Source: an optimization exercise on an open RTL-to-GDS flow (aim: a short achievable clock period, few clock cycles and low power). Production flows keep margins and buffers that such runs may drop.
In this exercise RTL edits were held to simulation tests only and were not proved equivalent to the original.
Power is estimated from default activity; no workload was simulated.

// e20_core
module e20_core (
    input  wire        clk,
    input  wire        rst,          
    output reg         mem_req,
    output reg         mem_we,
    output reg  [12:0] mem_addr,
    output reg  [15:0] mem_wdata,
    input  wire        mem_gnt,
    input  wire        mem_rvalid,
    input  wire [15:0] mem_rdata,
    output reg         halted
);
    localparam [2:0] OP_RRR  = 3'b000, OP_ADDI = 3'b001, OP_J   = 3'b010,
                     OP_JAL  = 3'b011, OP_LW   = 3'b100, OP_SW  = 3'b101,
                     OP_JEQ  = 3'b110, OP_SLTI = 3'b111;
    localparam [3:0] F_ADD = 4'b0000, F_SUB = 4'b0001, F_OR = 4'b0010,
                     F_AND = 4'b0011, F_SLT = 4'b0100, F_JR = 4'b1000;
    reg [15:0] regs [1:7];
    reg [12:0] pc;         
    reg [12:0] fa;         
    reg        req_data;   
    reg [15:0] ibuf;       
    reg        ibuf_v;
    reg [2:0]  q_v, q_ld, q_dr;
    reg        ld_pend;    
    reg [2:0]  ld_d;       
    wire acc       = mem_req & mem_gnt;
    wire acc_read  = acc & ~mem_we;
    wire acc_fetch = acc & ~req_data;
    wire data_wait = mem_req & req_data & ~mem_gnt;    
    wire resp_ld   = mem_rvalid & q_ld[0];
    wire resp_ins  = mem_rvalid & ~q_ld[0] & ~q_dr[0];    
    wire        ivalid = (ibuf_v | resp_ins) & ~halted;
    wire [15:0] ir     = ibuf_v ? ibuf : mem_rdata;
    wire [2:0]  op     = ir[15:13];
    wire [2:0]  ra     = ir[12:10];
    wire [2:0]  rb     = ir[9:7];
    wire [2:0]  rd_rrr = ir[6:4];
    wire [3:0]  func   = ir[3:0];
    wire [6:0]  imm7   = ir[6:0];
    wire [12:0] imm13  = ir[12:0];
    wire [15:0] simm   = {{9{imm7[6]}}, imm7};
    wire [15:0] va = (ra == 3'd0) ? 16'd0 : regs[ra];
    wire [15:0] vb = (rb == 3'd0) ? 16'd0 : regs[rb];
    wire [12:0] npc = pc + 13'd1;
    wire [12:0] ea  = va[12:0] + simm[12:0];
    wire is_rrr  = (op == OP_RRR);
    wire is_lw   = (op == OP_LW);
    wire is_sw   = (op == OP_SW);
    wire is_j    = (op == OP_J);
    wire is_jal  = (op == OP_JAL);
    wire is_jeq  = (op == OP_JEQ);
    wire is_jr   = is_rrr & (func == F_JR);
    wire is_halt = is_j & (imm13 == pc);
    reg        wr;
    reg [2:0]  dst;
    reg [15:0] res;
    always @(*) begin
        wr  = 1'b0;
  ...
==> module e20_core, before the edit <==
module e20_core (
    input  wire        clk,
    input  wire        rst,          
    output reg         mem_req,
    output reg         mem_we,
    output reg  [12:0] mem_addr,
    output reg  [15:0] mem_wdata,
    input  wire        mem_gnt,
    input  wire        mem_rvalid,
    input  wire [15:0] mem_rdata,
    output reg         halted
);
    localparam [2:0] OP_RRR  = 3'b000, OP_ADDI = 3'b001, OP_J   = 3'b010,
                     OP_JAL  = 3'b011, OP_LW   = 3'b100, OP_SW  = 3'b101,
                     OP_JEQ  = 3'b110, OP_SLTI = 3'b111;
    localparam [3:0] F_ADD = 4'b0000, F_SUB = 4'b0001, F_OR = 4'b0010,
                     F_AND = 4'b0011, F_SLT = 4'b0100, F_JR = 4'b1000;
    reg [15:0] regs [1:7];
    reg [12:0] pc;         
    reg [12:0] fa;         
    reg        req_data;   
    reg [15:0] ibuf;       
    reg        ibuf_v;
    reg [2:0]  q_v, q_ld, q_dr;
    reg        ld_pend;    
    reg [2:0]  ld_d;       
    wire acc       = mem_req & mem_gnt;
    wire acc_read  = acc & ~mem_we;
    wire acc_fetch = acc & ~req_data;
    wire data_wait = mem_req & req_data & ~mem_gnt;    
    wire resp_ld   = mem_rvalid & q_ld[0];
    wire resp_ins  = mem_rvalid & ~q_ld[0] & ~q_dr[0];    
    wire        ivalid = (ibuf_v | resp_ins) & ~halted;
    wire [15:0] ir     = ibuf_v ? ibuf : mem_rdata;
    wire [2:0]  op     = ir[15:13];
    wire [2:0]  ra     = ir[12:10];
    wire [2:0]  rb     = ir[9:7];
    wire [2:0]  rd_rrr = ir[6:4];
    wire [3:0]  func   = ir[3:0];
    wire [6:0]  imm7   = ir[6:0];
    wire [12:0] imm13  = ir[12:0];
    wire [15:0] simm   = {{9{imm7[6]}}, imm7};
    wire [15:0] va = (ra == 3'd0) ? 16'd0 : regs[ra];
    wire [15:0] vb = (rb == 3'd0) ? 16'd0 : regs[rb];
    wire [12:0] npc = pc + 13'd1;
    wire [12:0] ea  = va[12:0] + simm[12:0];
    wire is_rrr  = (op == OP_RRR);
    wire is_lw   = (op == OP_LW);
    wire is_sw   = (op == OP_SW);
    wire is_j    = (op == OP_J);
    wire is_jal  = (op == OP_JAL);
    wire is_jeq  = (op == OP_JEQ);
    wire is_jr   = is_rrr & (func == F_JR);
    wire is_halt = is_j & (imm13 == pc);
    reg        wr;
    reg [2:0]  dst;
    reg [15:0] res;
    always @(*) begin
        wr  = 1'b0;
        dst = rb;
        res = va + simm;
        case (op)
            OP_RRR: begin
                dst = rd_rrr;
                wr  = (func[3:1] == 3'b000) | (func[3:1] == 3'b001) | (func == F_SLT);
                case (func)
                    F_ADD:   res = va + vb;
                    F_SUB:   res = va - vb;
                    F_OR:    res = va | vb;
                    F_AND:   res = va & vb;
                    default: res = {15'd0, va < vb};
                endcase
            end
            OP_ADDI: wr = 1'b1;
            OP_SLTI: begin wr = 1'b1; res = {15'd0, va < simm}; end
            OP_JAL:  begin wr = 1'b1; dst = 3'd7; res = {3'd0, npc}; end
            default: ;
        endcase
    end
    wire wr_nz = wr & (dst != 3'd0);
    wire rd_a = ~(is_j | is_jal);
    wire rd_b = is_rrr | is_sw | is_jeq;
    wire ld_hit = ld_pend & ((rd_a & ra == ld_d) | (rd_b & rb == ld_d) |
                             (wr_nz & dst == ld_d));
    wire stall = ld_hit
               | (resp_ld & wr_nz)                          
               | ((is_lw | is_sw) & data_wait)
               | (is_lw & ld_pend & ~resp_ld)
               | (is_halt & data_wait);
    wire exec = ivalid & ~stall;
    wire        eq      = (va == vb);
    wire [12:0] br_tgt  = npc + simm[12:0];
    wire        tk_jeq  = is_jeq & eq & (imm7 != 7'd0);
    wire        tk_j    = (is_j | is_jal) & (imm13 != npc) & ~is_halt;
    wire        tk_jr   = is_jr & (va[12:0] != npc);
    reg  [12:0] tgt;
    always @(*) begin
        if (is_jeq)     tgt = br_tgt;
        else if (is_jr) tgt = va[12:0];
        else            tgt = imm13;
    end
    wire taken = exec & (tk_jeq | tk_j | tk_jr);
    wire overflow = ibuf_v & resp_ins & stall & ~halted;
    wire smc = exec & is_sw & ((ea == npc) | (ea == npc + 13'd1) | (ea == npc + 13'd2));
    wire redirect = taken | overflow | smc;
    wire [12:0] fa_n = redirect ? (taken ? tgt : npc)
                                : (acc_fetch ? fa + 13'd1 : fa);
    wire mem_go  = exec & (is_sw | (is_lw & rb != 3'd0));
    wire halt_go = exec & is_halt;
    wire       pop  = mem_rvalid;
    wire [2:0] s_v  = pop ? {1'b0, q_v[2:1]}  : q_v;
    wire [2:0] s_ld = pop ? {1'b0, q_ld[2:1]} : q_ld;
    wire [2:0] s_dr = (pop ? {1'b0, q_dr[2:1]} : q_dr) | ({3{redirect}} & ~s_ld);
    wire [2:0] slot = ~s_v & {s_v[1:0], 1'b1};        
    wire [2:0] push = {3{acc_read}} & slot;
    wire       can_fetch = ~s_v[1] & ~(s_v[0] & acc_read);
    integer i;
    always @(posedge clk) begin
        if (rst) begin
            mem_req   <= 1'b1;
            mem_we    <= 1'b0;
            mem_addr  <= 13'd0;
            mem_wdata <= 16'd0;
            req_data  <= 1'b0;
            halted    <= 1'b0;
            pc        <= 13'd0;
            fa        <= 13'd0;
            ibuf      <= 16'd0;
            ibuf_v    <= 1'b0;
            q_v <= 3'd0; q_ld <= 3'd0; q_dr <= 3'd0;
            ld_pend   <= 1'b0;
            ld_d      <= 3'd0;
            for (i = 1; i < 8; i = i + 1)
                regs[i] <= 16'd0;
        end else begin
            if (resp_ld & ld_pend) begin
                if (ld_d != 3'd0) regs[ld_d] <= mem_rdata;
            end else if (exec & wr_nz) begin
                regs[dst] <= res;
            end
            if (resp_ld) ld_pend <= 1'b0;
            if (exec & is_lw & rb != 3'd0) begin
                ld_pend <= 1'b1;
                ld_d    <= rb;
            end
            if (exec) pc <= taken ? tgt : npc;
            if (halt_go) halted <= 1'b1;
            if (ibuf_v) begin
                if (exec) begin
                    ibuf_v <= resp_ins & ~redirect;
                    ibuf   <= mem_rdata;
                end
            end else if (resp_ins & ~exec) begin
                ibuf_v <= 1'b1;
                ibuf   <= mem_rdata;
            end
            q_v  <= s_v | push;
            q_ld <= (s_ld & ~push) | (push & {3{req_data}});
            q_dr <= (s_dr & ~push) | (push & {3{redirect & ~req_data}});
            fa <= fa_n;
            if (mem_go) begin
                mem_req   <= 1'b1;
                mem_we    <= is_sw;
                mem_addr  <= ea;
                mem_wdata <= vb;
                req_data  <= 1'b1;
            end else if (data_wait) begin
            end else if (halt_go | halted) begin
                mem_req   <= 1'b0;
                req_data  <= 1'b0;
            end else begin
                mem_req   <= can_fetch;
                mem_we    <= 1'b0;
                mem_addr  <= fa_n;
                req_data  <= 1'b0;
            end
        end
    end
endmodule
make LEC_CHECK=0 ABC_CLOCK_PERIOD_IN_PS=3000 CAP_MARGIN=20 CORE_MARGIN=2 CORE_UTILIZATION=40 CTS_BUF_LIST=sky130_fd_sc_hd__clkbuf_16 CTS_CLUSTER_DIAMETER=100 CTS_CLUSTER_SIZE=20 PLACE_DENSITY=0.6 SETUP_SLACK_MARGIN=3.0 SLEW_MARGIN=20 finish   # period 8.0 ns
run.sh (not shown) runs the stock make flow with config.mk's settings and CLKGATE_MAP_FILE= SYNTH_SCRIPT=/design/flow/synth_recipe.tcl, a recipe that flattens the netlist after the stock synthesis.
Testbench counts at the start, summed over its fixed seeds: cycles 279,331.
Next try:
--- a/flow/design.v
+++ b/flow/design.v
@@ -3,9 +3,9 @@
     input  wire        rst,          
     output reg         mem_req,
     output reg         mem_we,
     output reg  [12:0] mem_addr,
-    output reg  [15:0] mem_wdata,
+    output wire [15:0] mem_wdata,
     input  wire        mem_gnt,
     input  wire        mem_rvalid,
     input  wire [15:0] mem_rdata,
     output reg         halted
@@ -21,17 +21,22 @@
     reg        req_data;   
     reg [15:0] ibuf;       
     reg        ibuf_v;
     reg [2:0]  q_v, q_ld, q_dr;
+    reg        st_q;       
+    reg [2:0]  st_s;       
     reg        ld_pend;    
     reg [2:0]  ld_d;       
     wire acc       = mem_req & mem_gnt;
     wire acc_read  = acc & ~mem_we;
     wire acc_fetch = acc & ~req_data;
     wire data_wait = mem_req & req_data & ~mem_gnt;    
     wire resp_ld   = mem_rvalid & q_ld[0];
     wire resp_ins  = mem_rvalid & ~q_ld[0] & ~q_dr[0];    
-    wire        ivalid = (ibuf_v | resp_ins) & ~halted;
+    wire [12:0] npc = pc + 13'd1;
+    wire smc = st_q & ((mem_addr == pc) | (mem_addr == npc) | (mem_addr == pc + 13'd2));
+    assign mem_wdata = (st_s == 3'd0) ? 16'd0 : regs[st_s];
+    wire        ivalid = (ibuf_v | resp_ins) & ~halted & ~smc;
     wire [15:0] ir     = ibuf_v ? ibuf : mem_rdata;
     wire [2:0]  op     = ir[15:13];
     wire [2:0]  ra     = ir[12:10];
     wire [2:0]  rb     = ir[9:7];
@@ -41,9 +46,8 @@
     wire [12:0] imm13  = ir[12:0];
     wire [15:0] simm   = {{9{imm7[6]}}, imm7};
     wire [15:0] va = (ra == 3'd0) ? 16'd0 : regs[ra];
     wire [15:0] vb = (rb == 3'd0) ? 16'd0 : regs[rb];
-    wire [12:0] npc = pc + 13'd1;
     wire [12:0] ea  = va[12:0] + simm[12:0];
     wire is_rrr  = (op == OP_RRR);
     wire is_lw   = (op == OP_LW);
     wire is_sw   = (op == OP_SW);
@@ -83,9 +87,9 @@
     wire ld_hit = ld_pend & ((rd_a & ra == ld_d) | (rd_b & rb == ld_d) |
                              (wr_nz & dst == ld_d));
     wire stall = ld_hit
                | (resp_ld & wr_nz)                          
-               | ((is_lw | is_sw) & data_wait)
+               | data_wait
                | (is_lw & ld_pend & ~resp_ld)
                | (is_halt & data_wait);
     wire exec = ivalid & ~stall;
     wire        eq      = (va == vb);
@@ -99,13 +103,12 @@
         else if (is_jr) tgt = va[12:0];
         else            tgt = imm13;
     end
     wire taken = exec & (tk_jeq | tk_j | tk_jr);
-    wire overflow = ibuf_v & resp_ins & stall & ~halted;
-    wire smc = exec & is_sw & ((ea == npc) | (ea == npc + 13'd1) | (ea == npc + 13'd2));
+    wire overflow = ibuf_v & resp_ins & stall & ~halted & ~smc;
     wire redirect = taken | overflow | smc;
-    wire [12:0] fa_n = redirect ? (taken ? tgt : npc)
-                                : (acc_fetch ? fa + 13'd1 : fa);
+    wire [12:0] fa_n = taken ? tgt : smc ? pc : overflow ? npc
+                     : acc_fetch ? fa + 13'd1 : fa;
     wire mem_go  = exec & (is_sw | (is_lw & rb != 3'd0));
     wire halt_go = exec & is_halt;
     wire       pop  = mem_rvalid;
     wire [2:0] s_v  = pop ? {1'b0, q_v[2:1]}  : q_v;
@@ -113,15 +116,18 @@
     wire [2:0] s_dr = (pop ? {1'b0, q_dr[2:1]} : q_dr) | ({3{redirect}} & ~s_ld);
     wire [2:0] slot = ~s_v & {s_v[1:0], 1'b1};        
     wire [2:0] push = {3{acc_read}} & slot;
     wire       can_fetch = ~s_v[1] & ~(s_v[0] & acc_read);
+    wire [15:0] rf_wd = resp_ld ? mem_rdata : res;
+    wire [2:0]  rf_wa = resp_ld ? ld_d : dst;
+    wire        rf_wr = resp_ld | (exec & wr_nz);
+    wire [7:0]  rf_we = {8{rf_wr}} & (8'd1 << rf_wa);
     integer i;
     always @(posedge clk) begin
         if (rst) begin
             mem_req   <= 1'b1;
             mem_we    <= 1'b0;
             mem_addr  <= 13'd0;
-            mem_wdata <= 16'd0;
             req_data  <= 1'b0;
             halted    <= 1'b0;
             pc        <= 13'd0;
             fa        <= 13'd0;
@@ -129,26 +135,28 @@
             ibuf_v    <= 1'b0;
             q_v <= 3'd0; q_ld <= 3'd0; q_dr <= 3'd0;
             ld_pend   <= 1'b0;
             ld_d      <= 3'd0;
+            st_q      <= 1'b0;
+            st_s      <= 3'd0;
             for (i = 1; i < 8; i = i + 1)
                 regs[i] <= 16'd0;
         end else begin
-            if (resp_ld & ld_pend) begin
-                if (ld_d != 3'd0) regs[ld_d] <= mem_rdata;
-            end else if (exec & wr_nz) begin
-                regs[dst] <= res;
-            end
+            for (i = 1; i < 8; i = i + 1)
+                if (rf_we[i]) regs[i] <= rf_wd;
             if (resp_ld) ld_pend <= 1'b0;
             if (exec & is_lw & rb != 3'd0) begin
                 ld_pend <= 1'b1;
                 ld_d    <= rb;
             end
             if (exec) pc <= taken ? tgt : npc;
             if (halt_go) halted <= 1'b1;
-            if (ibuf_v) begin
+            st_q <= exec & is_sw;
+            if (smc) begin
+                ibuf_v <= 1'b0;
+            end else if (ibuf_v) begin
                 if (exec) begin
-                    ibuf_v <= resp_ins & ~redirect;
+                    ibuf_v <= resp_ins & ~taken;
                     ibuf   <= mem_rdata;
                 end
             end else if (resp_ins & ~exec) begin
                 ibuf_v <= 1'b1;
@@ -161,9 +169,9 @@
             if (mem_go) begin
                 mem_req   <= 1'b1;
                 mem_we    <= is_sw;
                 mem_addr  <= ea;
-                mem_wdata <= vb;
+                st_s      <= rb;
                 req_data  <= 1'b1;
             end else if (data_wait) begin
             end else if (halt_go | halted) begin
                 mem_req   <= 1'b0;
What happened: Sequential power is lower by 17%. Count of clock-buffer cells in the layout does not change. Critical path depth is lower by 1. Synthesized cell count is higher by 19%. Final area is lower by 4.9%.
Testbench counts after the change, summed over its fixed seeds: cycles 279,331.

[port drivers added, routing unchanged]
Ports are ideal in the flow. The routed layouts listed here were re-timed in OpenROAD. Step 1 (the two cells are an assumption about what drives the block):
set clk [get_ports {clk}]
set_driving_cell -lib_cell sky130_fd_sc_hd__clkbuf_16 $clk
set_driving_cell -lib_cell sky130_fd_sc_hd__buf_2 [delete_from_list [all_inputs] $clk]
Step 2 times the ports against the registers' clock, not the clock port: input delays grow and output delays shrink by t, the midpoint of the rising clock arrivals with the driver on. a / b / c = no drivers / after step 1 / after step 2; a / b = the first two.
run	t (ns)	slack for setup (ns)	cell pins on the clock port's net
the first run	0.583	2.047 / 2.059 / 1.476	1
the second run	0.560	2.747 / 2.752 / 2.192	1
After both steps setup and hold are still met in every run listed. For the first run, which loses most, drivers alone change the setup slack by +0.012 ns; drivers and shift together by -0.571 ns.
